Background: an optimization exercise with open tools, aiming at a short achievable clock period and few clock cycles. Do not read the settings as production practice.
In this exercise RTL edits were held to simulation tests only and were not proved equivalent to the original.
Power figures rest on the tool's default switching activity, not on a simulated workload.

**design/flow/design.v**
```verilog
module jnr10_core (
    input  wire        clk,
    input  wire        rst,           
    output wire        mem_req,
    output wire        mem_we,
    output wire [15:0] mem_addr,
    output wire [7:0]  mem_wdata,
    input  wire        mem_ready,
    input  wire [7:0]  mem_rdata,
    output wire        halted,
    output wire        faulted,
    output wire [1:0]  fault_kind,    
    output wire [15:0] fault_info,
    input  wire [3:0]  dbg_sel,       
    output reg  [15:0] dbg_data
);
    localparam OP_NOP   = 5'h00, OP_HALT = 5'h01, OP_MOV  = 5'h02, OP_LOAD = 5'h03,
               OP_STORE = 5'h04, OP_ADD  = 5'h05, OP_SUB  = 5'h06, OP_AND  = 5'h07,
               OP_OR    = 5'h08, OP_XOR  = 5'h09, OP_CMP  = 5'h0A, OP_SHL  = 5'h0B,
               OP_SHR   = 5'h0C, OP_JMP  = 5'h0D, OP_JZ   = 5'h0E, OP_JNZ  = 5'h0F,
               OP_JC    = 5'h10, OP_JNC  = 5'h11, OP_JN   = 5'h12, OP_CALL = 5'h13,
               OP_RET   = 5'h14, OP_PUSH = 5'h15, OP_POP  = 5'h16, OP_IN   = 5'h17,
               OP_OUT   = 5'h18;
    localparam FK_ADDR = 2'd1, FK_INV = 2'd2, FK_STACK = 2'd3;
    localparam F0 = 0,    
               F1 = 1,    
               X0 = 2,    
               X1 = 3,    
               P0 = 4,    
               P1 = 5,    
               R0 = 6,    
               R1 = 7,    
               W0 = 8,    
               W1 = 9,    
               EA = 10,   
               NS = 11;
    reg [15:0] regs [0:7];
    reg [15:0] sp;
    reg [15:0] pc;
    reg [3:0]  flags;            
    reg [NS-1:0] st;
    reg        run;              
    reg        hlt, flt;
    reg [1:0]  fkind;
    reg [15:0] finfo;
    reg [15:0] fa;               
    reg        we;
    reg [7:0]  wdata;
    reg [7:0]  wd_hi;            
    reg        chk_ea;           
    reg        chk_io;           
    reg [7:0]  ir_lo;
    reg [7:0]  ir_hi;
    reg [7:0]  wlo;              
    reg [7:0]  whi;              
    reg [7:0]  dlo;              
    reg [15:0] npc;
    reg [15:0] tgt;              
    reg [7:0]  tlo;              
    reg        tc;               
    reg        ex_v;
    reg [4:0]  ex_op;
    reg [2:0]  ex_rd;
    reg [15:0] ex_a, ex_b;
    localparam CB = 6;
    localparam CN = 1 << CB;
    localparam TW = 16 - CB;                  
    reg [15:0] e_word [0:CN-1];
    reg [15:0] e_w    [0:CN-1];
    reg [TW-1:0] e_tag [0:CN-1];
    reg [CN-1:0] e_val;
    wire fa_ffff = &fa;
    wire fa_io   = (fa[15:8] == 8'hF0);
    wire bad     = ((st[F0] | chk_ea) & fa_ffff) | (chk_io & ~fa_io);
    assign mem_req   = run & ~bad & ~st[EA];
    assign mem_we    = we;
    assign mem_addr  = fa;
    assign mem_wdata = wdata;
    wire   acc       = mem_ready;    
    assign halted     = hlt;
    assign faulted    = flt;
    assign fault_kind = fkind;
    assign fault_info = finfo;
    always @(*) begin
        if (dbg_sel[3]) begin
            case (dbg_sel[1:0])
                2'd0:    dbg_data = sp;
                2'd1:    dbg_data = pc;
                default: dbg_data = {12'h000, flags};
            endcase
        end else
            dbg_data = regs[dbg_sel[2:0]];
    end
    function [7:0] dclass(input [7:0] hb);
        reg [4:0] o;
        reg [2:0] m;
        reg aluop, two;
        begin
            o = hb[7:3];
            m = hb[2:0];
            aluop = (o == OP_MOV) || (o >= OP_ADD && o <= OP_SHR);
            two   = (aluop && m == 3'd1) ||
                    (((o == OP_LOAD) || (o == OP_STORE)) && (m >= 3'd2) && (m <= 3'd4)) ||
                    ((o >= OP_JMP) && (o <= OP_CALL) && (m == 3'd5)) ||
                    (((o == OP_IN) || (o == OP_OUT)) && (m >= 3'd2) && (m <= 3'd3));
            dclass[6] = two;
            dclass[5] = (o == OP_NOP)  && (m == 3'd0);
            dclass[4] = (o == OP_HALT) && (m == 3'd0);
            dclass[3] = aluop && (m == 3'd0);
            dclass[2] = aluop && (m == 3'd1);
            dclass[1] = (o == OP_PUSH) && (m == 3'd0);
            dclass[0] = ((o == OP_POP) || (o == OP_RET)) && (m == 3'd0);
            dclass[7] = two | (|dclass[5:0]);
        end
    endfunction
    function fcond(input [4:0] o, input [3:0] fl);
        case (o)
            OP_JZ:   fcond = fl[0];
            OP_JNZ:  fcond = !fl[0];
            OP_JC:   fcond = fl[2];
            OP_JNC:  fcond = !fl[2];
            OP_JN:   fcond = fl[1];
            default: fcond = 1'b1;
        endcase
    endfunction
    function [16:0] ks_add(input [15:0] a, input [15:0] b, input cin);
        reg [15:0] p, g, pp, gg;
        reg [16:0] c;
        integer k, d;
        begin
            p  = a ^ b;
            g  = a & b;
            gg = g;
            pp = p;
            gg[0] = g[0] | (p[0] & cin);
            for (d = 1; d < 16; d = d * 2)
                for (k = 15; k >= d; k = k - 1) begin
                    gg[k] = gg[k] | (pp[k] & gg[k-d]);
                    pp[k] = pp[k] & pp[k-d];
                end
            c = {gg, cin};
            ks_add = {c[16], p ^ c[15:0]};
        end
    endfunction
    reg  [15:0] alu_r;
    reg         alu_c, alu_v;
    reg  [16:0] sum;
    reg  [16:0] shl_t, shr_t;
    always @(*) begin
        alu_r = 16'h0000;
        alu_c = 1'b0;
        alu_v = 1'b0;
        sum   = 17'd0;
        shl_t = 17'd0;
        shr_t = 17'd0;
        case (ex_op)
            OP_ADD: begin
                sum   = ks_add(ex_a, ex_b, 1'b0);
                alu_r = sum[15:0];
                alu_c = sum[16];
                alu_v = (ex_a[15] == ex_b[15]) && (alu_r[15] != ex_a[15]);
            end
            OP_SUB, OP_CMP: begin
                sum   = ks_add(ex_a, ~ex_b, 1'b1);
                alu_r = sum[15:0];
                alu_c = !sum[16];
                alu_v = (ex_a[15] != ex_b[15]) && (alu_r[15] != ex_a[15]);
            end
            OP_AND: alu_r = ex_a & ex_b;
            OP_OR:  alu_r = ex_a | ex_b;
            OP_XOR: alu_r = ex_a ^ ex_b;
            OP_SHL: begin
                if (ex_b <= 16'd16)
                    shl_t = {1'b0, ex_a} << ex_b[4:0];
                alu_r = shl_t[15:0];
                alu_c = shl_t[16];
            end
            OP_SHR: begin
                if (ex_b <= 16'd16)
                    shr_t = {ex_a, 1'b0} >> ex_b[4:0];
                alu_r = shr_t[16:1];
                alu_c = shr_t[0];
            end
            default: alu_r = ex_b;      
        endcase
    end
    wire ex_wr = ex_v && (ex_op != OP_CMP);
    wire ex_fl = ex_v && (ex_op != OP_MOV);
    wire [3:0] alu_fl = {alu_v, alu_c, alu_r[15], alu_r == 16'h0000};
    wire [3:0] fl_now = ex_fl ? alu_fl : flags;
    wire [2:0]  f_rd = ir_lo[7:5];
    wire [2:0]  f_rs = ir_lo[4:2];
    wire [15:0] rdv  = regs[f_rd];
    wire [15:0] rsv  = regs[f_rs];
    wire [2:0]  q_rd = e_word[fa[CB:1]][7:5];
    wire [2:0]  q_rs = e_word[fa[CB:1]][4:2];
    wire [15:0] q_rdv = (ex_wr && ex_rd == q_rd) ? alu_r : regs[q_rd];
    wire [15:0] q_rsv = (ex_wr && ex_rd == q_rs) ? alu_r : regs[q_rs];
    wire [15:0] fa_p1 = fa + 16'd1;
    wire [15:0] fa_p2 = fa + 16'd2;
    wire [15:0] fa_p3 = fa + 16'd3;
    wire [15:0] fa_p4 = fa + 16'd4;
    wire [15:0] sp_m2 = sp - 16'd2;
    wire [15:0] sp_p2 = sp + 16'd2;
    wire        sp_lo_bad = (sp < 16'h1002);
    wire        sp_hi_bad = (sp > 16'h7FFD);
    wire [7:0] dc = dclass(mem_rdata);
    wire [4:0] dop = mem_rdata[7:3];
    wire d_legal = dc[7], d_two = dc[6], d_halt = dc[4], d_alu0 = dc[3];
    wire d_push = dc[1], d_pop = dc[0];
    wire [4:0] op   = ir_hi[7:3];
    wire [2:0] mode = ir_hi[2:0];
    wire is_load  = (op == OP_LOAD);
    wire is_store = (op == OP_STORE);
    wire is_in    = (op == OP_IN);
    wire is_out   = (op == OP_OUT);
    wire is_call  = (op == OP_CALL);
    wire is_ret   = (op == OP_RET);
    wire is_pop   = (op == OP_POP);
    wire is_push  = (op == OP_PUSH);
    wire is_jmp   = (mode == 3'd5) && !is_call;
    wire is_alu1  = (mode == 3'd1);
    wire cond     = fcond(op, flags);
    wire [15:0] base   = (mode == 3'd5) ? npc : rsv;
    wire [8:0]  sum_lo = {1'b0, base[7:0]} + {1'b0, mem_rdata};
    wire [7:0]  sum_hi = base[15:8] + mem_rdata + {7'd0, tc};
    wire [15:0] target = {sum_hi, tlo};
    wire [15:0] wfull  = {mem_rdata, wlo};
    wire [15:0] pfull  = {mem_rdata, dlo};
    wire [15:0] pfull_ir = {mem_rdata, ir_lo};
    wire [CB-1:0] e_i = fa[CB:1];
    wire [15:0] cword = e_word[e_i];
    wire [15:0] cw    = e_w[e_i];
    wire        c_hit = e_val[e_i] && (e_tag[e_i] == {fa[15:CB+1], fa[0]});
    wire [7:0] c1 = cword[15:8];
    wire [7:0] cc = dclass(c1);
    wire [4:0] c_op = c1[7:3];
    wire [2:0] c_mode = c1[2:0];
    wire c_two  = cc[6];
    wire fast   = c_hit;
    reg        ld_wr;
    reg [15:0] ld_val;
    always @(*) begin
        ld_wr  = 1'b0;
        ld_val = pfull;
        if (run && !bad && acc) begin
            if (st[R0] && is_in) begin
                ld_wr  = 1'b1;
                ld_val = {8'h00, mem_rdata};
            end
            if (st[R1] && !is_ret)
                ld_wr = 1'b1;
        end
    end
    integer i;
    always @(posedge clk) begin
        for (i = 0; i < 8; i = i + 1) begin
            if (rst)
                regs[i] <= 16'h0000;
            else if (ex_wr && ex_rd == i)
                regs[i] <= alu_r;
            else if (ld_wr && f_rd == i)
                regs[i] <= ld_val;
        end
        if (rst)
            flags <= 4'h0;
        else if (ex_fl)
            flags <= alu_fl;
    end
    wire pc_nio   = (pc[15:8] != 8'hF0) && (pc[15:8] != 8'hEF);
    wire e_fill   = run && !bad && acc && pc_nio &&
                    ((st[F1] && d_legal && !d_two && !d_halt) || st[X1]);
    wire [CB-1:0] f_i = pc[CB:1];
    wire e_inv    = run && !bad && acc && we;
    wire [15:0] fa_m1 = fa - 16'd1, fa_m2 = fa - 16'd2, fa_m3 = fa - 16'd3;
    integer j;
    always @(posedge clk) begin
        for (j = 0; j < CN; j = j + 1) begin
            if (rst)
                e_val[j] <= 1'b0;
            else if (e_inv && (j == fa[CB:1] || j == fa_m1[CB:1] || j == fa_m2[CB:1] || j == fa_m3[CB:1]))
                e_val[j] <= 1'b0;
            else if (e_fill && j == f_i)
                e_val[j] <= 1'b1;
        end
        if (e_fill) begin
            e_tag[f_i]  <= {pc[15:CB+1], pc[0]};
            e_word[f_i] <= st[F1] ? pfull_ir : {ir_hi, ir_lo};
            e_w[f_i]    <= (mode == 3'd5) ? target : wfull;
        end
    end
    task t_fault(input [1:0] k, input [15:0] inf);
        begin
            run   <= 1'b0;
            flt   <= 1'b1;
            fkind <= k;
            finfo <= inf;
        end
    endtask
    task t_data(input [4:0] o, input [15:0] ea);
        begin
            fa     <= ea;
            chk_ea <= (o == OP_LOAD) || (o == OP_STORE);
            chk_io <= (o == OP_IN) || (o == OP_OUT);
            we     <= (o == OP_STORE) || (o == OP_OUT);
            if ((o == OP_STORE) || (o == OP_OUT)) st[W0] <= 1'b1;
            else                                  st[R0] <= 1'b1;
        end
    endtask
    always @(posedge clk) begin
        if (rst) begin
            sp     <= 16'h7FFF;
            pc     <= 16'h8000;
            st     <= {{(NS-1){1'b0}}, 1'b1};
            run    <= 1'b1;
            hlt    <= 1'b0;
            flt    <= 1'b0;
            fkind  <= 2'd0;
            finfo  <= 16'h0000;
            fa     <= 16'h8000;
            we     <= 1'b0;
            wdata  <= 8'h00;
            wd_hi  <= 8'h00;
            chk_ea <= 1'b0;
            chk_io <= 1'b0;
            ir_lo  <= 8'h00;
            ir_hi  <= 8'h00;
            wlo    <= 8'h00;
            whi    <= 8'h00;
            dlo    <= 8'h00;
            npc    <= 16'h0000;
            tgt    <= 16'h0000;
            tlo    <= 8'h00;
            tc     <= 1'b0;
            ex_v   <= 1'b0;
            ex_op  <= 5'd0;
            ex_rd  <= 3'd0;
            ex_a   <= 16'h0000;
            ex_b   <= 16'h0000;
        end else begin
            ex_v <= 1'b0;
            if (run && bad) begin
                t_fault(FK_ADDR, fa);
                if (st[F0])
                    pc <= fa;
            end else if (run && st[EA]) begin
                st <= {NS{1'b0}};
                t_data(op, rsv + {whi, wlo});
            end else if (run && acc) begin
                st     <= {NS{1'b0}};
                chk_ea <= 1'b0;
                chk_io <= 1'b0;
                case (1'b1)
                    st[F0]: begin
                        pc    <= fa;
                        ir_lo <= mem_rdata;      
                        ir_hi <= c1;
                        wlo   <= cw[7:0];
                        whi   <= cw[15:8];
                        ex_op <= c_op;
                        ex_rd <= q_rd;
                        ex_a  <= q_rdv;
                        ex_b  <= c_two ? cw : q_rsv;
                        npc   <= c_two ? fa_p4 : fa_p2;
                        tgt   <= cw;
                        if (c_mode == 3'd5) begin
                            wdata <= fa_p4[7:0];
                            wd_hi <= fa_p4[15:8];
                        end else begin
                            wdata <= q_rdv[7:0];
                            wd_hi <= q_rdv[15:8];
                        end
                        if (fast) begin
                            if (cc[5] | cc[3]) begin         
                                ex_v  <= cc[3];
                                fa    <= fa_p2;
                                st[F0] <= 1'b1;
                            end else if (cc[2]) begin        
                                ex_v  <= 1'b1;
                                fa    <= fa_p4;
                                st[F0] <= 1'b1;
                            end else if (cc[1]) begin        
                                if (sp_lo_bad)
                                    t_fault(FK_STACK, sp);
                                else begin
                                    fa    <= sp_m2;
                                    we    <= 1'b1;
                                    st[W0] <= 1'b1;
                                end
                            end else if (cc[0]) begin        
                                if (sp_hi_bad)
                                    t_fault(FK_STACK, sp);
                                else begin
                                    fa    <= sp;
                                    st[R0] <= 1'b1;
                                end
                            end else if (c_mode == 3'd5) begin
                                if (c_op == OP_CALL) begin
                                    if (sp_lo_bad)
                                        t_fault(FK_STACK, sp);
                                    else begin
                                        fa    <= sp_m2;
                                        we    <= 1'b1;
                                        st[W0] <= 1'b1;
                                    end
                                end else begin
                                    fa    <= fcond(c_op, fl_now) ? cw : fa_p4;
                                    st[F0] <= 1'b1;
                                end
                            end else if (c_mode == 3'd3) begin
                                fa     <= cw;
                                chk_ea <= 1'b1;
                                st[P0] <= 1'b1;
                            end else if (c_mode == 3'd4)
                                st[EA] <= 1'b1;
                            else
                                t_data(c_op, cw);
                        end else begin
                            fa    <= fa_p1;
                            st[F1] <= 1'b1;
                        end
                    end
                    st[F1]: begin
                        ir_hi <= mem_rdata;
                        ex_op <= dop;
                        ex_rd <= f_rd;
                        ex_a  <= rdv;
                        ex_b  <= rsv;
                        npc   <= fa_p1;
                        if (!d_legal)
                            t_fault(FK_INV, pfull_ir);
                        else if (d_halt) begin
                            run <= 1'b0;
                            hlt <= 1'b1;
                            pc  <= fa_p1;
                        end else if (d_push) begin
                            if (sp_lo_bad)
                                t_fault(FK_STACK, sp);
                            else begin
                                fa    <= sp_m2;
                                we    <= 1'b1;
                                wdata <= rdv[7:0];
                                wd_hi <= rdv[15:8];
                                st[W0] <= 1'b1;
                            end
                        end else if (d_pop) begin
                            if (sp_hi_bad)
                                t_fault(FK_STACK, sp);
                            else begin
                                fa    <= sp;
                                st[R0] <= 1'b1;
                            end
                        end else if (d_two) begin
                            if (fa == 16'hFFFE)
                                t_fault(FK_ADDR, 16'hFFFF);
                            else begin
                                fa    <= fa_p1;
                                npc   <= fa_p3;
                                st[X0] <= 1'b1;
                            end
                        end else begin           
                            ex_v  <= d_alu0;
                            fa    <= fa_p1;
                            st[F0] <= 1'b1;
                        end
                    end
                    st[X0]: begin
                        wlo   <= mem_rdata;
                        tlo   <= sum_lo[7:0];
                        tc    <= sum_lo[8];
                        fa    <= fa_p1;
                        st[X1] <= 1'b1;
                    end
                    st[X1]: begin
                        ex_op <= op;
                        ex_rd <= f_rd;
                        ex_a  <= rdv;
                        ex_b  <= wfull;
                        wdata <= rdv[7:0];
                        wd_hi <= rdv[15:8];
                        tgt   <= target;
                        if (is_alu1) begin
                            ex_v  <= 1'b1;
                            fa    <= fa_p1;
                            st[F0] <= 1'b1;
                        end else if (is_jmp) begin
                            fa    <= cond ? target : fa_p1;
                            st[F0] <= 1'b1;
                        end else if (is_call) begin
                            if (sp_lo_bad)
                                t_fault(FK_STACK, sp);
                            else begin
                                fa    <= sp_m2;
                                we    <= 1'b1;
                                wdata <= npc[7:0];
                                wd_hi <= npc[15:8];
                                st[W0] <= 1'b1;
                            end
                        end else if (mode == 3'd3) begin
                            fa     <= wfull;
                            chk_ea <= 1'b1;
                            st[P0] <= 1'b1;
                        end else
                            t_data(op, (mode == 3'd4) ? target : wfull);
                    end
                    st[P0]: begin
                        dlo   <= mem_rdata;
                        fa    <= fa_p1;
                        st[P1] <= 1'b1;
                    end
                    st[P1]:
                        t_data(op, pfull);
                    st[R0]: begin
                        dlo <= mem_rdata;
                        if (is_in) begin
                            fa    <= npc;
                            st[F0] <= 1'b1;
                        end else begin
                            fa    <= fa_p1;
                            st[R1] <= 1'b1;
                        end
                    end
                    st[R1]: begin
                        if (is_ret) fa <= pfull;
                        else        fa <= npc;
                        if (is_ret | is_pop) sp <= sp_p2;
                        st[F0] <= 1'b1;
                    end
                    st[W0]: begin
                        if (is_out) begin
                            we    <= 1'b0;
                            fa    <= npc;
                            st[F0] <= 1'b1;
                        end else begin
                            fa    <= fa_p1;
                            wdata <= wd_hi;
                            st[W1] <= 1'b1;
                        end
                    end
                    st[W1]: begin
                        we <= 1'b0;
                        if (is_call)      fa <= tgt;
                        else              fa <= npc;
                        if (is_call | is_push) sp <= sp_m2;
                        st[F0] <= 1'b1;
                    end
                    default: ;
                endcase
            end
        end
    end
endmodule
```
**design/flow/run.sh**
```bash
#!/bin/bash
# synth_recipe.tcl (not shown) runs the flow's synth.tcl, then flattens the netlist and writes it again
# the make line also repeats each setting of config.mk as NAME=value (left out here)
make -C /OpenROAD-flow-scripts/flow DESIGN_CONFIG=/design/flow/config.mk WORK_HOME=/design/flow/orfs CLKGATE_MAP_FILE= SYNTH_SCRIPT=/design/flow/synth_recipe.tcl finish
```
**design/flow/config.mk**
```make
export PLATFORM = sky130hd
export DESIGN_NAME = jnr10_core
export DESIGN_NICKNAME = jnr10_core
export VERILOG_FILES = /design/flow/design.v
export SDC_FILE = /design/flow/constraint.sdc
export NUM_CORES = 4
export LEC_CHECK = 0
export ABC_CLOCK_PERIOD_IN_PS = 3000
export CAP_MARGIN = 20
export CORE_MARGIN = 2
export CORE_UTILIZATION = 40
export PLACE_DENSITY = 0.6
export SETUP_SLACK_MARGIN = 3.3
export SLEW_MARGIN = 20
```
**design/flow/constraint.sdc**
```tcl
create_clock -name core_clock -period 7.0 [get_ports {clk}]
set_input_delay 1.4000 -clock core_clock [delete_from_list [all_inputs] [get_ports {clk}]]
set_output_delay 1.4000 -clock core_clock [all_outputs]
set_load 0.01 [all_outputs]
```
==> metrics.cfg, run 1 <==
[outcome]
status = finished with violations
so.violations = max-capacitance violations, max-slew violations

[sta]
fmax_mhz = 201
rsz0062_at_grt = true
fin_setup_tns_ns = 0
skew_ns = 0.102
final_hold_viol_count = 0
finalMaxSlewViolations = 10
holdWs_ns = 0.467
fin_crit_ns = 4.99
worst_pin_slew_ns = 1.56
period_share_pct = 71.2
relSlewSlack_pct = -4.46
finalSetupViolCount = 0

[synth]
syn_nets = 9785
yosys_warnings = 2
synthCells = 9666
syn_area_sq_um = 138000
ys_types = 100
synthTopCellsByArea = edfxtp_1 (56%), mux4_2 (13%), dfxtp_1 (6.1%)
async_flop_share_pct = 0
syn_avg_cell_area_sq_um = 14.3
synth-edff-count = 2560
synth_ff_type = edfxtp_1
yosys.area.top_type_share_pct = 55.5
ys_seq_elements = 2982
synth_top_area_cell = edfxtp_1
seq_area_frac_synth_pct = 61.6

[power_and_ir_drop]
combPwrFrac_pct = 22.0
power.leakage_nw = 60.7
powerDensity_nw_per_um2 = 262
clockPowerShare_pct = 35.9
cell_internal_pwr_mw = 33.4
irDropWorstVdd_v = 0.000263
p_sw_mw = 14.7
pwr-share-seq_pct = 42.1
switching_share_pct = 30.5

[detailed_routing]
routed_wl_mm = 705
ant_nets = 0
drt_iter0_drc = 19200
num_vias = 109000
first_pass_iters = 8
drc = 0
viasPerCell = 6.84
wl_per_cell_um = 44.3

[global_routing]
overflow = 0
grt_max_degree = 82
antenna_found_initial = 57
grt_pass1_vias = 96600
grt_pass1_wl_mm = 825
grtUsageTotal_pct = 34.1

[finish]
fillers = 27300
area_growth_pct = 32.8
fin_nets = 11200
drive_gt1_share_pct = 36.2

[clocking]
cts_buffers = 321
root_buffer = clkbuf_16
clkLatencyLatePin_ns = 0.98
cts_tree = yes
clkSinkCount = 2982
cts_max_level = 5
path_clk_slew_ns = 0.06
cts_buffer_depth = 4
hold_buffers = 0

[setup_path]
crit_chain = buf_12 -> buf_12 -> buf_16 -> buf_12 -> buf_16 -> mux4_2 -> mux4_2 -> mux2i_2 -> buf_4 -> xnor2_2 -> o21ai_2 -> nand4_1 -> and4b_4 -> buf_6 -> nand2b_4 -> buf_8 -> buf_6 -> o21ai_2 -> nand3b_1 -> a21oi_2 -> a21oi_1 -> o21ai_1 -> buf_4
cp.arrival_ns = 5.79
crit_fanout = 7
cp.required_ns = 7.80
worstRegToRegCells = 23
cp_slowest_cell = mux4_2
cpMostUsedCell = buf_12
endpoint = fa[1]$_SDFFE_PP0P_
crit_type = reg -> reg
timing.rr.end = fa[1]$_SDFFE_PP0P_
slowest_delay_ns = 0.54
cp-end-kind = register
startpoint_type = register
reg2reg_setup_slack_ns = 2.01

[min_path]
hold_class = reg -> reg

[placement]
gp_congestion = 1.04
io_buffers = 76
place_hpwl_mm = 373

[floorplanning]
core_area_sq_um = 345000
boundaryPins = 77
die_x_um = 592
start_util_pct = 40.1
die_h_um = 592
dieArea_sq_um = 351000
rows = 216

[flow_run]
drv_cap = 2

## registers in the layout, indices dropped and copies added (netlist names), 11 cells and up, named ones only
| register | count |
|---|---|
| regs | 128 |
| e_word | 896 |
| e_w | 1024 |
| finfo | 16 |
| fa | 16 |
| st | 11 |
| e_val | 64 |
| tgt | 16 |
| sp | 15 |
| pc | 16 |
| ex_a | 16 |
| e_tag | 640 |
| npc | 16 |
| ex_b | 16 |
## logic make-up after synthesis
group,synth area share (%)
compound gates,9.83
xor+xnor,1.08
fa+ha+maj,0.973
buf+inv,2.88
flops,61.6
mux,16.4
simple gates,7.16
## metrics by stage
step	area [sq um]	worst slack, ns	instances	util (%)	total power, mW
after floorplan	139000	2.51	9666	-	24.7
after global placement	148000	0.908	14200	42.8	28.3
after CTS	171000	2.26	15300	49.4	46.8
after global routing	184000	1.96	15900	53.2	48.9
after detailed placement	148000	0.908	14200	42.9	28.3
final	184000	2.01	15900	53.2	48.1
## power groups by stage
stage	clock, mW	sequential [mW]	combinational [mW]
2_1_floorplan	0	20.4	4.34
3_3_place_gp	0	20.6	7.67
3_5_place_dp	0	20.6	7.70
4_1_cts	17.1	20.2	9.48
5_1_grt	17.9	20.2	10.8
6_report	17.3	20.2	10.6
## synthesized netlist by cell type, drive strengths merged, types with 29 or more instances
cell / number
o211ai: 144
a22oi: 151
a21oi: 562
nand3: 103
xnor2: 105
mux2i: 283
nand2: 740
buf: 258
mux2: 112
inv: 130
a22o: 31
xor2: 66
and2: 36
a211oi: 199
and3: 43
mux4: 826
nand4: 37
or3: 31
nor2: 836
nand2b: 71
clkbuf: 482
edfxtp: 2560
a31oi: 77
nor4: 33
dfxtp: 422
ha: 98
nor2b: 50
o21ai: 338
nor3: 187
o22ai: 117
o221ai: 60
o31ai: 29
a221oi: 81
## worst min path at each step
| stage | from | slack (ns) | cells after the start | end |
|---|---|---|---|---|
| CTS | whi[1]$_SDFFE_PP0P_ | 0.46 | 2 | whi[1]$_SDFFE_PP0P_ |
| detailed placement | whi[1]$_SDFFE_PP0P_ | 0.45 | 2 | whi[1]$_SDFFE_PP0P_ |
| global route | whi[1]$_SDFFE_PP0P_ | 0.48 | 2 | whi[1]$_SDFFE_PP0P_ |
| floorplan | wd_hi[7]$_SDFFE_PP0P_ | 0.44 | 2 | wd_hi[7]$_SDFFE_PP0P_ |
| global placement | whi[2]$_SDFFE_PP0P_ | 0.45 | 2 | whi[2]$_SDFFE_PP0P_ |
| finish | whi[1]$_SDFFE_PP0P_ | 0.47 | 2 | whi[1]$_SDFFE_PP0P_ |
## placed cells by master (no fill, tap or decap), types with 87 or more instances in the layout
| cell type | n |
|---|---|
| a211oi_1 | 163 |
| mux4_2 | 814 |
| nor3_1 | 153 |
| mux2i_1 | 251 |
| buf_12 | 364 |
| nor2_4 | 107 |
| inv_1 | 108 |
| nand3_1 | 87 |
| a21oi_1 | 444 |
| edfxtp_1 | 2560 |
| nor2_1 | 681 |
| buf_4 | 692 |
| buf_16 | 153 |
| buf_8 | 87 |
| o21ai_0 | 236 |
| dfxtp_1 | 374 |
| a22oi_1 | 139 |
| clkbuf_16 | 500 |
| a21oi_2 | 96 |
| nand2_1 | 672 |
| buf_6 | 250 |
| o211ai_1 | 144 |
| mux2_2 | 93 |
## per-layer routing
layer / GRT usage, % / routed length [um] / vias up
met5: 0 / 235 / -
met4: 21.2 / 76700 / 20
met3: 6.94 / 92400 / 2761
met2: 52.5 / 302000 / 9713
met1: 44.5 / 234000 / 55200
li1: - / - / 41300
## timing repair
action / 4_1_cts / 5_1_grt
gates resized for setup: 1290 / 999
cloned: 91 / 247
setup endpoints to repair: 3521 / 2849
setup buffers: 430 / 365
pin swaps: 282 / 287
## worst max-delay path, delay by kind of cell, from the launching register on
family / cells / cell delay [ns]
flops: 1 / 0.40
compound gates: 5 / 0.58
simple gates: 4 / 0.94
buf+inv: 10 / 1.53
mux: 3 / 1.28
xor+xnor: 1 / 0.09
## area by class of cell
class / instances / area, sq um / share of cell area, %
Sequential cell: 2982 / 85500 / 46.5
Timing Repair Buffer: 1803 / 26400 / 14.4
Inverter: 141 / 628 / 0.342
Antenna cell: 32 / 80.1 / 0.0436
Tap cell: 4578 / 5730 / 3.12
Clock buffer: 392 / 8510 / 4.63
Clock inverter: 193 / 1870 / 1.02
Multi-Input combinational cell: 5806 / 55100 / 30.0
Testbench counts, summed over its fixed seeds: cycles 175,496.
==> run 2: changes to the inputs <==
--- a/design/flow/design.v
+++ b/design/flow/design.v
@@ -62,13 +62,23 @@
     reg [4:0]  ex_op;
     reg [2:0]  ex_rd;
     reg [15:0] ex_a, ex_b;
-    localparam CB = 6;
+    localparam CB = 5;
     localparam CN = 1 << CB;
     localparam TW = 16 - CB;                  
     reg [15:0] e_word [0:CN-1];
     reg [15:0] e_w    [0:CN-1];
     reg [TW-1:0] e_tag [0:CN-1];
+    reg [12:0] e_cls  [0:CN-1];               
     reg [CN-1:0] e_val;
+    reg [CN-1:0] e_oh;                        
+    reg [15:0] fa_t;                          
+    function [CN-1:0] onehot(input [CB-1:0] x);
+        integer k;
+        begin
+            for (k = 0; k < CN; k = k + 1)
+                onehot[k] = (x == k);
+        end
+    endfunction
     wire fa_ffff = &fa;
     wire fa_io   = (fa[15:8] == 8'hF0);
     wire bad     = ((st[F0] | chk_ea) & fa_ffff) | (chk_io & ~fa_io);
@@ -188,12 +198,24 @@
     wire ex_fl = ex_v && (ex_op != OP_MOV);
     wire [3:0] alu_fl = {alu_v, alu_c, alu_r[15], alu_r == 16'h0000};
     wire [3:0] fl_now = ex_fl ? alu_fl : flags;
+    wire        ex_sub   = (ex_op == OP_SUB) || (ex_op == OP_CMP);
+    wire        ex_add   = (ex_op == OP_ADD) || ex_sub;
+    wire        ex_shift = (ex_op == OP_SHL) || (ex_op == OP_SHR);
+    wire [15:0] zb       = ex_sub ? ~ex_b : ex_b;
+    wire [15:0] zp       = ex_a ^ zb;
+    wire [15:0] zt       = {ex_a[14:0] | zb[14:0], ex_sub};
+    wire        z_add    = &(zp ~^ zt);
+    wire [15:0] lg_r     = (ex_op == OP_AND) ? (ex_a & ex_b) :
+                           (ex_op == OP_OR)  ? (ex_a | ex_b) : (ex_a ^ ex_b);
+    wire        z_fast   = ex_add ? z_add : ex_shift ? (alu_r == 16'h0000) : (lg_r == 16'h0000);
+    wire [3:0]  fl_fast  = ex_fl ? {1'b0, 1'b0, lg_r[15], z_fast} : flags;
+    wire        ex_cn    = ex_fl && (ex_add || ex_shift);    
     wire [2:0]  f_rd = ir_lo[7:5];
     wire [2:0]  f_rs = ir_lo[4:2];
     wire [15:0] rdv  = regs[f_rd];
     wire [15:0] rsv  = regs[f_rs];
-    wire [2:0]  q_rd = e_word[fa[CB:1]][7:5];
-    wire [2:0]  q_rs = e_word[fa[CB:1]][4:2];
+    wire [2:0]  q_rd = cword[7:5];
+    wire [2:0]  q_rs = cword[4:2];
     wire [15:0] q_rdv = (ex_wr && ex_rd == q_rd) ? alu_r : regs[q_rd];
     wire [15:0] q_rsv = (ex_wr && ex_rd == q_rs) ? alu_r : regs[q_rs];
     wire [15:0] fa_p1 = fa + 16'd1;
@@ -229,15 +251,50 @@
     wire [15:0] pfull  = {mem_rdata, dlo};
     wire [15:0] pfull_ir = {mem_rdata, ir_lo};
     wire [CB-1:0] e_i = fa[CB:1];
-    wire [15:0] cword = e_word[e_i];
-    wire [15:0] cw    = e_w[e_i];
-    wire        c_hit = e_val[e_i] && (e_tag[e_i] == {fa[15:CB+1], fa[0]});
+    reg [15:0]   cword, cw;
+    reg [12:0]   ccls;
+    reg          cval;
+    integer r;
+    always @(*) begin
+        cword = 16'd0;
+        cw    = 16'd0;
+        ccls  = 13'd0;
+        cval  = 1'b0;
+        for (r = 0; r < CN; r = r + 1) begin
+            cword = cword | ({16{e_oh[r]}} & e_word[r]);
+            cw    = cw    | ({16{e_oh[r]}} & e_w[r]);
+            ccls  = ccls  | ({13{e_oh[r]}} & e_cls[r]);
+            cval  = cval  | (e_oh[r] & e_val[r] & (e_tag[r] == {fa[15:CB+1], fa[0]}));
+        end
+    end
+    wire        c_hit = cval;
     wire [7:0] c1 = cword[15:8];
-    wire [7:0] cc = dclass(c1);
     wire [4:0] c_op = c1[7:3];
-    wire [2:0] c_mode = c1[2:0];
-    wire c_two  = cc[6];
-    wire fast   = c_hit;
+    wire k_mem = ccls[12], k_m2w = ccls[11], k_m2r = ccls[10];
+    wire k_two = ccls[9], k_jmp = ccls[8], k_call = ccls[7], k_m3 = ccls[6], k_m4 = ccls[5];
+    wire k_nop = ccls[4], k_alu0 = ccls[3], k_alu1 = ccls[2], k_push = ccls[1], k_pop = ccls[0];
+    wire k_m2  = k_m2w | k_m2r;
+    wire c_two  = k_two;
+    wire        f_cond  = fcond(c_op, fl_fast);
+    wire        c_cn    = (c_op == OP_JC) || (c_op == OP_JNC) || (c_op == OP_JN);
+    wire        f_wait  = k_jmp && c_cn && ex_cn;
+    wire fast   = c_hit && !f_wait;
+    wire [15:0] fa_fast = ({16{k_nop | k_alu0}}                  & fa_p2) |
+                          ({16{k_alu1 | (k_jmp & !f_cond)}}      & fa_p4) |
+                          ({16{k_push | k_call}}                 & sp_m2) |
+                          ({16{k_pop}}                           & sp)    |
+                          ({16{k_m3 | k_m2 | (k_jmp & f_cond)}}  & cw)    |
+                          ({16{k_m4}}                            & fa);
+    reg [NS-1:0] st_fast;
+    always @(*) begin
+        st_fast     = {NS{1'b0}};
+        st_fast[F0] = k_nop | k_alu0 | k_alu1 | k_jmp;
+        st_fast[W0] = k_push | k_call | k_m2w;
+        st_fast[R0] = k_pop | k_m2r;
+        st_fast[P0] = k_m3;
+        st_fast[EA] = k_m4;
+    end
+    wire f_fault = ((k_push | k_call) & sp_lo_bad) | (k_pop & sp_hi_bad);
     reg        ld_wr;
     reg [15:0] ld_val;
     always @(*) begin
@@ -271,6 +328,19 @@
     wire e_fill   = run && !bad && acc && pc_nio &&
                     ((st[F1] && d_legal && !d_two && !d_halt) || st[X1]);
     wire [CB-1:0] f_i = pc[CB:1];
+    wire [7:0]  f_hb  = st[F1] ? mem_rdata : ir_hi;
+    wire [7:0]  f_dc  = dclass(f_hb);
+    wire        f_two = f_dc[6];
+    wire        f_m2  = f_two && (f_hb[2:0] == 3'd2);
+    wire        f_wr  = (f_hb[7:3] == OP_STORE) || (f_hb[7:3] == OP_OUT);
+    wire [12:0] f_cls = {(f_hb[7:3] == OP_LOAD) || (f_hb[7:3] == OP_STORE),
+                         f_m2 && f_wr, f_m2 && !f_wr,
+                         f_dc[6],
+                         (f_hb[2:0] == 3'd5) && (f_hb[7:3] != OP_CALL),
+                         (f_hb[2:0] == 3'd5) && (f_hb[7:3] == OP_CALL),
+                         f_dc[6] && (f_hb[2:0] == 3'd3),
+                         f_dc[6] && (f_hb[2:0] == 3'd4),
+                         f_dc[5], f_dc[3], f_dc[2], f_dc[1], f_dc[0]};
     wire e_inv    = run && !bad && acc && we;
     wire [15:0] fa_m1 = fa - 16'd1, fa_m2 = fa - 16'd2, fa_m3 = fa - 16'd3;
     integer j;
@@ -285,6 +355,7 @@
         end
         if (e_fill) begin
             e_tag[f_i]  <= {pc[15:CB+1], pc[0]};
+            e_cls[f_i]  <= f_cls;
             e_word[f_i] <= st[F1] ? pfull_ir : {ir_hi, ir_lo};
             e_w[f_i]    <= (mode == 3'd5) ? target : wfull;
         end
@@ -299,7 +370,7 @@
     endtask
     task t_data(input [4:0] o, input [15:0] ea);
         begin
-            fa     <= ea;
+            fa_t    = ea;
             chk_ea <= (o == OP_LOAD) || (o == OP_STORE);
             chk_io <= (o == OP_IN) || (o == OP_OUT);
             we     <= (o == OP_STORE) || (o == OP_OUT);
@@ -308,6 +379,7 @@
         end
     endtask
     always @(posedge clk) begin
+        fa_t = fa;
         if (rst) begin
             sp     <= 16'h7FFF;
             pc     <= 16'h8000;
@@ -317,7 +389,7 @@
             flt    <= 1'b0;
             fkind  <= 2'd0;
             finfo  <= 16'h0000;
-            fa     <= 16'h8000;
+            fa_t      = 16'h8000;
             we     <= 1'b0;
             wdata  <= 8'h00;
             wd_hi  <= 8'h00;
@@ -363,7 +435,9 @@
                         ex_b  <= c_two ? cw : q_rsv;
                         npc   <= c_two ? fa_p4 : fa_p2;
                         tgt   <= cw;
-                        if (c_mode == 3'd5) begin
+                        fkind <= FK_STACK;       
+                        finfo <= sp;
+                        if (k_call) begin
                             wdata <= fa_p4[7:0];
                             wd_hi <= fa_p4[15:8];
                         end else begin
@@ -371,52 +445,20 @@
                             wd_hi <= q_rdv[15:8];
                         end
                         if (fast) begin
-                            if (cc[5] | cc[3]) begin         
-                                ex_v  <= cc[3];
-                                fa    <= fa_p2;
-                                st[F0] <= 1'b1;
-                            end else if (cc[2]) begin        
-                                ex_v  <= 1'b1;
-                                fa    <= fa_p4;
-                                st[F0] <= 1'b1;
-                            end else if (cc[1]) begin        
-                                if (sp_lo_bad)
-                                    t_fault(FK_STACK, sp);
-                                else begin
-                                    fa    <= sp_m2;
-                                    we    <= 1'b1;
-                                    st[W0] <= 1'b1;
-                                end
-                            end else if (cc[0]) begin        
-                                if (sp_hi_bad)
-                                    t_fault(FK_STACK, sp);
-                                else begin
-                                    fa    <= sp;
-                                    st[R0] <= 1'b1;
-                                end
-                            end else if (c_mode == 3'd5) begin
-                                if (c_op == OP_CALL) begin
-                                    if (sp_lo_bad)
-                                        t_fault(FK_STACK, sp);
-                                    else begin
-                                        fa    <= sp_m2;
-                                        we    <= 1'b1;
-                                        st[W0] <= 1'b1;
-                                    end
-                                end else begin
-                                    fa    <= fcond(c_op, fl_now) ? cw : fa_p4;
-                                    st[F0] <= 1'b1;
-                                end
-                            end else if (c_mode == 3'd3) begin
-                                fa     <= cw;
-                                chk_ea <= 1'b1;
-                                st[P0] <= 1'b1;
-                            end else if (c_mode == 3'd4)
-                                st[EA] <= 1'b1;
-                            else
-                                t_data(c_op, cw);
+                            fa_t    = fa_fast;
+                            st     <= st_fast;
+                            we     <= k_push | k_call | k_m2w;
+                            chk_ea <= k_m3 | (k_m2 & k_mem);
+                            chk_io <= k_m2 & !k_mem;
+                            ex_v   <= k_alu0 | k_alu1;
+                            if (f_fault) begin
+                                run <= 1'b0;
+                                flt <= 1'b1;
+                            end
+                        end else if (c_hit) begin
+                            st[F0] <= 1'b1;      
                         end else begin
-                            fa    <= fa_p1;
+                            fa_t     = fa_p1;
                             st[F1] <= 1'b1;
                         end
                     end
@@ -437,7 +479,7 @@
                             if (sp_lo_bad)
                                 t_fault(FK_STACK, sp);
                             else begin
-                                fa    <= sp_m2;
+                                fa_t     = sp_m2;
                                 we    <= 1'b1;
                                 wdata <= rdv[7:0];
                                 wd_hi <= rdv[15:8];
@@ -447,20 +489,20 @@
                             if (sp_hi_bad)
                                 t_fault(FK_STACK, sp);
                             else begin
-                                fa    <= sp;
+                                fa_t     = sp;
                                 st[R0] <= 1'b1;
                             end
                         end else if (d_two) begin
                             if (fa == 16'hFFFE)
                                 t_fault(FK_ADDR, 16'hFFFF);
                             else begin
-                                fa    <= fa_p1;
+                                fa_t     = fa_p1;
                                 npc   <= fa_p3;
                                 st[X0] <= 1'b1;
                             end
                         end else begin           
                             ex_v  <= d_alu0;
-                            fa    <= fa_p1;
+                            fa_t     = fa_p1;
                             st[F0] <= 1'b1;
                         end
                     end
@@ -468,7 +510,7 @@
                         wlo   <= mem_rdata;
                         tlo   <= sum_lo[7:0];
                         tc    <= sum_lo[8];
-                        fa    <= fa_p1;
+                        fa_t     = fa_p1;
                         st[X1] <= 1'b1;
                     end
                     st[X1]: begin
@@ -481,23 +523,23 @@
                         tgt   <= target;
                         if (is_alu1) begin
                             ex_v  <= 1'b1;
-                            fa    <= fa_p1;
+                            fa_t     = fa_p1;
                             st[F0] <= 1'b1;
                         end else if (is_jmp) begin
-                            fa    <= cond ? target : fa_p1;
+                            fa_t     = cond ? target : fa_p1;
                             st[F0] <= 1'b1;
                         end else if (is_call) begin
                             if (sp_lo_bad)
                                 t_fault(FK_STACK, sp);
                             else begin
-                                fa    <= sp_m2;
+                                fa_t     = sp_m2;
                                 we    <= 1'b1;
                                 wdata <= npc[7:0];
                                 wd_hi <= npc[15:8];
                                 st[W0] <= 1'b1;
                             end
                         end else if (mode == 3'd3) begin
-                            fa     <= wfull;
+                            fa_t      = wfull;
                             chk_ea <= 1'b1;
                             st[P0] <= 1'b1;
                         end else
@@ -505,7 +547,7 @@
                     end
                     st[P0]: begin
                         dlo   <= mem_rdata;
-                        fa    <= fa_p1;
+                        fa_t     = fa_p1;
                         st[P1] <= 1'b1;
                     end
                     st[P1]:
@@ -513,34 +555,34 @@
                     st[R0]: begin
                         dlo <= mem_rdata;
                         if (is_in) begin
-                            fa    <= npc;
+                            fa_t     = npc;
                             st[F0] <= 1'b1;
                         end else begin
-                            fa    <= fa_p1;
+                            fa_t     = fa_p1;
                             st[R1] <= 1'b1;
                         end
                     end
                     st[R1]: begin
-                        if (is_ret) fa <= pfull;
-                        else        fa <= npc;
+                        if (is_ret) fa_t  = pfull;
+                        else        fa_t  = npc;
                         if (is_ret | is_pop) sp <= sp_p2;
                         st[F0] <= 1'b1;
                     end
                     st[W0]: begin
                         if (is_out) begin
                             we    <= 1'b0;
-                            fa    <= npc;
+                            fa_t     = npc;
                             st[F0] <= 1'b1;
                         end else begin
-                            fa    <= fa_p1;
+                            fa_t     = fa_p1;
                             wdata <= wd_hi;
                             st[W1] <= 1'b1;
                         end
                     end
                     st[W1]: begin
                         we <= 1'b0;
-                        if (is_call)      fa <= tgt;
-                        else              fa <= npc;
+                        if (is_call)      fa_t  = tgt;
+                        else              fa_t  = npc;
                         if (is_call | is_push) sp <= sp_m2;
                         st[F0] <= 1'b1;
                     end
@@ -548,5 +590,7 @@
                 endcase
             end
         end
+        fa   <= fa_t;
+        e_oh <= onehot(fa_t[CB:1]);
     end
 endmodule
--- a/design/flow/config.mk
+++ b/design/flow/config.mk
@@ -6,9 +6,9 @@
 export NUM_CORES = 4
 export LEC_CHECK = 0
 export ABC_CLOCK_PERIOD_IN_PS = 3000
-export CAP_MARGIN = 20
+export CAP_MARGIN = 40
 export CORE_MARGIN = 2
 export CORE_UTILIZATION = 40
 export PLACE_DENSITY = 0.6
 export SETUP_SLACK_MARGIN = 3.3
-export SLEW_MARGIN = 20
+export SLEW_MARGIN = 40
==> run 2 against run 1 <==
Against the previous run: register-to-register slack gained 0.05 ns; maximum frequency up 0.91%; die area is 25% lower; largest power group is now combinational logic; cell count down 17%; critical endpoint is now e_oh[18]$_DFF_P_; utilization fell by 2.3 points; the run now finishes clean; sequential cell count shrank 838; via count decreased by 15%; clock skew up 0.013 ns; sequential share of layout area down 0.26 points.
==> metrics.cfg, run 2 <==
[synth]
synthTopCellsByArea = edfxtp_1 (50%), dfxtp_1 (8.1%), a22oi_1 (4.3%)
ys_types = 105
synth-edff-count = 1728
yosys_warnings = 2
syn_nets = 9092
ys_top_cells_by_count = edfxtp_1 (1728), nor2_1 (736), nand2_1 (625)
syn_avg_cell_area_sq_um = 11.5
synth_ff_type = edfxtp_1
syn_area_sq_um = 103000
ys_seq_elements = 2144
synthCells = 8961
yosys.area.top_type_share_pct = 50.3
seq_area_frac_synth_pct = 58.3
synth_top_area_cell = edfxtp_1
async_flop_share_pct = 0
synth.most_common_cell = edfxtp_1

[power_and_ir_drop]
pwr-share-seq_pct = 33.1
switching_share_pct = 38.9
cell_internal_pwr_mw = 27.6
p_sw_mw = 17.6
combPwrFrac_pct = 39.1
powerDensity_nw_per_um2 = 346
power.leakage_nw = 44.7
clockPowerShare_pct = 27.8
irDropWorstVdd_v = 0.000295
total_power_mw = 45.2

[global_routing]
gr-usage-met3_pct = 11.6
grt_pass1_vias = 83400
grt_use_met2_pct = 56.7
met1_usage_pct = 51.1
antenna_found_initial = 38
grt_max_degree = 83
grt_pass1_wl_mm = 716
top_usage_layer = met2
grtUsageTotal_pct = 39.1
overflow = 0

[setup_path]
cpMostUsedCell = buf_4
startpoint_type = register
crit_fanout = 27
cp_slowest_cell = dfxtp_4
crit_family = compound AO/OA/AOI/OAI gates
slowest_delay_ns = 0.69
cp-end-kind = register
crit_chain = buf_4 -> a22oi_1 -> nand4_1 -> nor4_2 -> bufbuf_16 -> nand2_1 -> buf_4 -> a21oi_1 -> a21oi_1 -> nor3_2 -> a221oi_1 -> o21a_1 -> o211ai_1 -> buf_4 -> nor3_1
crit_type = reg -> reg
path_buf_inv = 4
cp.required_ns = 7.76
cp.arrival_ns = 5.70

[finish]
drive_gt1_share_pct = 25.8
fin_nets = 9765
final_common_cell = edfxtp_1
largest_register = e_w
area_growth_pct = 26.7
final_cell_mix = edfxtp_1 (1728), buf_4 (695), nor2_1 (656)
largest_reg_flops = 512
reg.largest.list = e_w (512), e_word (448), e_cls (416)
fillers = 21900

[detailed_routing]
viasPerCell = 6.97
routed_wl_mm = 540
drt_iter0_drc = 16900
drc = 0
wl_per_cell_um = 40.8
num_vias = 92200
first_pass_iters = 10
ant_nets = 0

[sta]
rsz0062_at_grt = true
fin_setup_tns_ns = 0
fin_crit_ns = 4.94
worst_pin_slew_ns = 1.00
finalMaxSlewViolations = 0
fmax_mhz = 202
final_hold_viol_count = 0
period_share_pct = 70.6
skew_ns = 0.115
relSlewSlack_pct = 32.5
finalSetupViolCount = 0

[clocking]
cts_buffer_depth = 3
cts_max_level = 4
clkSinkCount = 2144
cts_buffers = 226
cts_tree = yes
clkLatencyLatePin_ns = 0.93
hold_buffers = 0
path_clk_slew_ns = 0.06
root_buffer = clkbuf_16

[floorplanning]
die_x_um = 512
rows = 186
dieArea_sq_um = 262000
core_area_sq_um = 257000
boundaryPins = 77
die_h_um = 512
start_util_pct = 40.2

[placement]
place_hpwl_mm = 325
gp_congestion = 1.05
io_buffers = 76

[min_path]
hold_class = reg -> reg

[flow_run]
drv_cap = 0

[outcome]
status = no timing/DRC/antenna violations

run 2: changes by cell type in the layout (fill, tap and decap cells not counted), moves of 107 or more:
cell and change:
a22oi_1 +445, nand4_1 +131, buf_16 -107, mux4_2 -764
xor2_1 +346, edfxtp_1 -832, mux2i_1 -111, clkbuf_16 -252
buf_12 -213
run 2: layout make-up:
type,count,area (sq um),share of cell area (%)
Sequential cell,2144,60500,46.2
Timing Repair Buffer,1164,13100,9.98
Antenna cell,18,45.0,0.0344
Multi-Input combinational cell,5953,44700,34.1
Clock buffer,275,6020,4.60
Tap cell,3384,4230,3.24
Inverter,145,604,0.462
Clock inverter,151,1730,1.32
run 2: cell families (layout without fill, tap and decap cells):
kind of cell,Yosys count,in the layout,share of synthesized area (%)
AOI/OAI and AO/OA,2600,2601,17.7
xor gates and xnor gates,514,514,4.36
adders and majority gates,116,116,1.45
buffers and inverters,870,1735,3.26
DFF,2144,2144,58.3
muxes,321,321,3.83
other,0,18,0
and+or+nand+nor,2396,2401,11.1
run 2: path summary, 6_finish.rpt:
path / start / endpoint / slack [ns] / cells past startpoint
setup / recovery: e_oh[13]$_DFF_P_ / e_oh[18]$_DFF_P_ / 2.06 / 15
hold reg to reg: tgt[13]$_SDFFE_PP0P_ / tgt[13]$_SDFFE_PP0P_ / 0.45 / 2
hold / removal: tgt[13]$_SDFFE_PP0P_ / tgt[13]$_SDFFE_PP0P_ / 0.45 / 2
setup reg to reg: e_oh[13]$_DFF_P_ / e_oh[18]$_DFF_P_ / 2.06 / 15
run 2: power by group through the flow:
stage,Combinational (mW),Clock [mW],Sequential (mW)
after floorplan,6.53,0,14.8
after global placement,12.1,0,15.4
after detailed placement,12.2,0,15.4
after CTS,15.0,12.6,14.9
after global routing,17.7,13.1,14.9
final,17.7,12.6,15.0
run 2: layer usage:
metal  part of all wire (%)  up-vias
li1                       -    36100
met1                     36    46000
met2                     42     8171
met3                     14     1880
met4                    8.2       22
met5                  0.029        -
run 2: stage by stage:
step | utilization (%) | cells | setup slack, ns | hold slack, ns | area, sq um
2_1_floorplan | - | 8961 | 1.98 | 0.432 | 103000
3_3_place_gp | 42.8 | 12100 | 0.827 | 0.442 | 110000
3_5_place_dp | 43.1 | 12200 | 0.784 | 0.444 | 111000
4_1_cts | 49.3 | 13000 | 2.17 | 0.452 | 127000
5_1_grt | 50.9 | 13200 | 2.05 | 0.479 | 131000
6_report | 51.0 | 13200 | 2.06 | 0.454 | 131000
run 2: timing repair:
action                                  in CTS  in global routing
hold endpoints to repair                     0                  0
pin swaps                                  206                252
cloned                                      39                 24
endpoints found under the setup margin    2609               1780
buffers inserted                           354                196
resized for setup                          966                458
run 2: tightest hold or removal path, delay by kind of cell, from the launching register on:
family	cells	cell delay (ns)
flops	1	0.31
simple gates	1	0.05
compound gates	1	0.05
Testbench counts of run 2, summed over its fixed seeds: cycles 185,011.
==> run 3: changes to the inputs <==
--- a/design/flow/config.mk
+++ b/design/flow/config.mk
@@ -10,5 +10,5 @@
 export CORE_MARGIN = 2
 export CORE_UTILIZATION = 40
 export PLACE_DENSITY = 0.6
-export SETUP_SLACK_MARGIN = 3.3
+export SETUP_SLACK_MARGIN = 2.8
 export SLEW_MARGIN = 40
==> run 3 against run 2 <==
Against the previous run: wire length is 3.6% lower; global-route usage is 1.0 points lower; utilization is 2.2 points lower; register-to-register slack worse by 0.05 ns; clock skew is 0.011 ns lower; cell count is 2.2% lower; clock-buffer cell count stayed put; first-iteration DRC count is 7.0% lower; still clean; critical path depth is 3 lower; die area stayed put; via count is 2.5% lower; largest cell class unchanged.
==> metrics.cfg, run 3 <==
[outcome]
status = no timing/DRC/antenna violations

[power_and_ir_drop]
combPwrFrac_pct = 35.3
pwr-share-seq_pct = 35.2
clockPowerShare_pct = 29.5
p_sw_mw = 16.6
powerDensity_nw_per_um2 = 341
power.leakage_nw = 42.2
irDropWorstVdd_v = 0.000297
cell_internal_pwr_mw = 26.1
switching_share_pct = 38.8

[finish]
drive_gt1_share_pct = 21.4
fin_nets = 9471
post-route-util_pct = 48.8
area_growth_pct = 21.3
area.sequential_sq_um = 60500
reg.largest.list = e_w (512), e_word (448), e_cls (416)
multi_input_area_sq_um = 43300
final_cell_mix = edfxtp_1 (1728), nor2_1 (670), nand2_1 (602)
largest_reg_flops = 512
final_common_cell = edfxtp_1
largest_register = e_w
fillers = 22500

[synth]
synth_ff_type = edfxtp_1
ys_types = 105
async_flop_share_pct = 0
synth-edff-count = 1728
syn_nets = 9092
ys_top_cells_by_count = edfxtp_1 (1728), nor2_1 (736), nand2_1 (625)
yosys.area.top_type_share_pct = 50.3
synthTopCellsByArea = edfxtp_1 (50%), dfxtp_1 (8.1%), a22oi_1 (4.3%)
synthCells = 8961
seq_area_frac_synth_pct = 58.3
syn_area_sq_um = 103000
yosys_warnings = 2
synth_top_area_cell = edfxtp_1
synth.most_common_cell = edfxtp_1
syn_avg_cell_area_sq_um = 11.5
ys_seq_elements = 2144

[detailed_routing]
viasPerCell = 6.94
num_vias = 89900
routed_wl_mm = 521
ant_nets = 0
drc = 0
first_pass_iters = 8
wl_per_cell_um = 40.2
drt_iter0_drc = 15700

[setup_path]
cp.required_ns = 7.80
crit_type = reg -> reg
cp_slowest_cell = or4_1
slowest_delay_ns = 0.94
crit_chain = buf_4 -> a22oi_1 -> nand4_1 -> or4_1 -> or2_2 -> nor2_2 -> nand2_1 -> and2_1 -> a221o_2 -> a221oi_4 -> buf_6 -> and3b_1
cp-end-kind = register
crit_family = simple AND/OR/NAND/NOR gates
startpoint_type = register
cp.arrival_ns = 5.79
path_buf_inv = 2
crit_fanout = 22

[floorplanning]
core_area_sq_um = 257000
die_h_um = 512
start_util_pct = 40.2
boundaryPins = 77
die_x_um = 512
rows = 186
dieArea_sq_um = 262000

[clocking]
cts_max_level = 4
hold_buffers = 0
cts_buffers = 226
path_clk_slew_ns = 0.06
root_buffer = clkbuf_16
clkLatencyLatePin_ns = 0.93
clkSinkCount = 2144
cts_buffer_depth = 3
cts_tree = yes

[global_routing]
overflow = 0
grt_pass1_wl_mm = 699
grt_pass1_vias = 81700
grtUsageTotal_pct = 38.1
grt_max_degree = 83
antenna_found_initial = 45

[placement]
io_buffers = 76
dp_slack_ns = 0.784
gp_congestion = 1.05
place_hpwl_mm = 325

[sta]
period_share_pct = 71.3
rsz0062_at_grt = true
fmax_mhz = 200
setup_slack_ns = 2.01
worst_pin_slew_ns = 0.997
relSlewSlack_pct = 33.0
holdWs_ns = 0.457
fin_setup_tns_ns = 0
fin_crit_ns = 4.99
skew_ns = 0.104
finalMaxSlewViolations = 0
final_hold_viol_count = 0
finalSetupViolCount = 0

[min_path]
hold_class = reg -> reg

[flow_run]
drv_cap = 0

[run 3: kinds of logic after synthesis]
family	count (synthesis)	synth area share, %
and+or+nand+nor	2396	11.1
adders and majority gates	116	1.45
buffers and inverters	870	3.26
muxes	321	3.83
AOI/OAI and AO/OA	2600	17.7
DFF	2144	58.3
xor gates and xnor gates	514	4.36
[run 3: cell type report]
cell class	instances	area share [%]
Sequential cell	2144	48.3
Multi-Input combinational cell	5954	34.5
Timing Repair Buffer	869	7.08
Clock buffer	275	4.81
Tap cell	3384	3.38
Clock inverter	151	1.38
Inverter	145	0.473
Antenna cell	26	0.0519
[run 3: routing by layer]
metal	GRT usage (%)	vias up	wire, um
met3	10.1	1591	70300
met1	50.6	44900	193000
met4	22.0	16	37600
li1	-	35500	-
met5	0	-	123
met2	56.1	7785	220000
[run 3: worst paths after layout]
kind / start / end / slack, ns / cells after the start
hold / removal: tgt[13]$_SDFFE_PP0P_ / tgt[13]$_SDFFE_PP0P_ / 0.46 / 2
hold reg to reg: tgt[13]$_SDFFE_PP0P_ / tgt[13]$_SDFFE_PP0P_ / 0.46 / 2
setup / recovery: e_oh[3]$_DFF_P_ / e_oh[9]$_DFF_P_ / 2.01 / 12
setup reg to reg: e_oh[3]$_DFF_P_ / e_oh[9]$_DFF_P_ / 2.01 / 12
[run 3: metrics by stage]
| stage | power (mW) | std cells | cell area (sq um) |
|---|---|---|---|
| 4_1_cts | 41.1 | 12800 | 123000 |
| 6_report | 42.6 | 12900 | 125000 |
| 3_3_place_gp | 27.5 | 12100 | 110000 |
| 5_1_grt | 43.3 | 12900 | 125000 |
| 3_5_place_dp | 27.6 | 12200 | 111000 |
| 2_1_floorplan | 21.3 | 8961 | 103000 |
[run 3: repair_timing]
action / 4_1_cts / 5_1_grt
gates cloned: 16 / 9
gates resized for setup: 594 / 284
pin swaps: 115 / 119
endpoints found under the setup margin: 2244 / 850
setup buffers: 180 / 114
[run 3: tightest hold or removal path, stage by stage (launching register included)]
cell	delay [ns]
dfxtp_1	0.31
nand2_1	0.05
a21oi_1	0.05
[run 3: power by group through the flow]
stage	sequential, mW	combinational [mW]	clock, mW
floorplan	14.8	6.53	0
global placement	15.4	12.1	0
detailed placement	15.4	12.2	0
CTS	15.0	13.6	12.6
global route	15.0	15.2	13.1
finish	15.0	15.1	12.6

==> re-timing with driven ports <==
In the flow no input, the clock included, has a driving cell. The finished layouts below were timed again as built, in two steps. Step 1 assumes that a clkbuf_16 drives the clock port and a buf_2 every other input. Step 2 also shifts input and output timing later by t, the mid clock arrival at the registers, as if the neighbouring blocks saw the same clock. Three values: ideal, step 1, step 2; two values: the first two.
run | t (ns) | setup WS [ns] | worst hold slack (ns) | worst register clock-pin slew, ns
run 1 | 1.035 | 2.013 / 2.013 / 1.732 | 0.467 / 0.467 / 0.467 | 0.08 / 0.08
run 2 | 0.975 | 2.058 / 2.058 / 1.662 | 0.454 / 0.454 / 0.454 | 0.07 / 0.07
run 3 | 0.979 | 2.012 / 2.012 / 1.359 | 0.457 / 0.457 / 0.457 | 0.07 / 0.07
The setup slack of run 3, which loses most, moves by 0.000 ns with the drivers and by -0.653 ns with both steps.
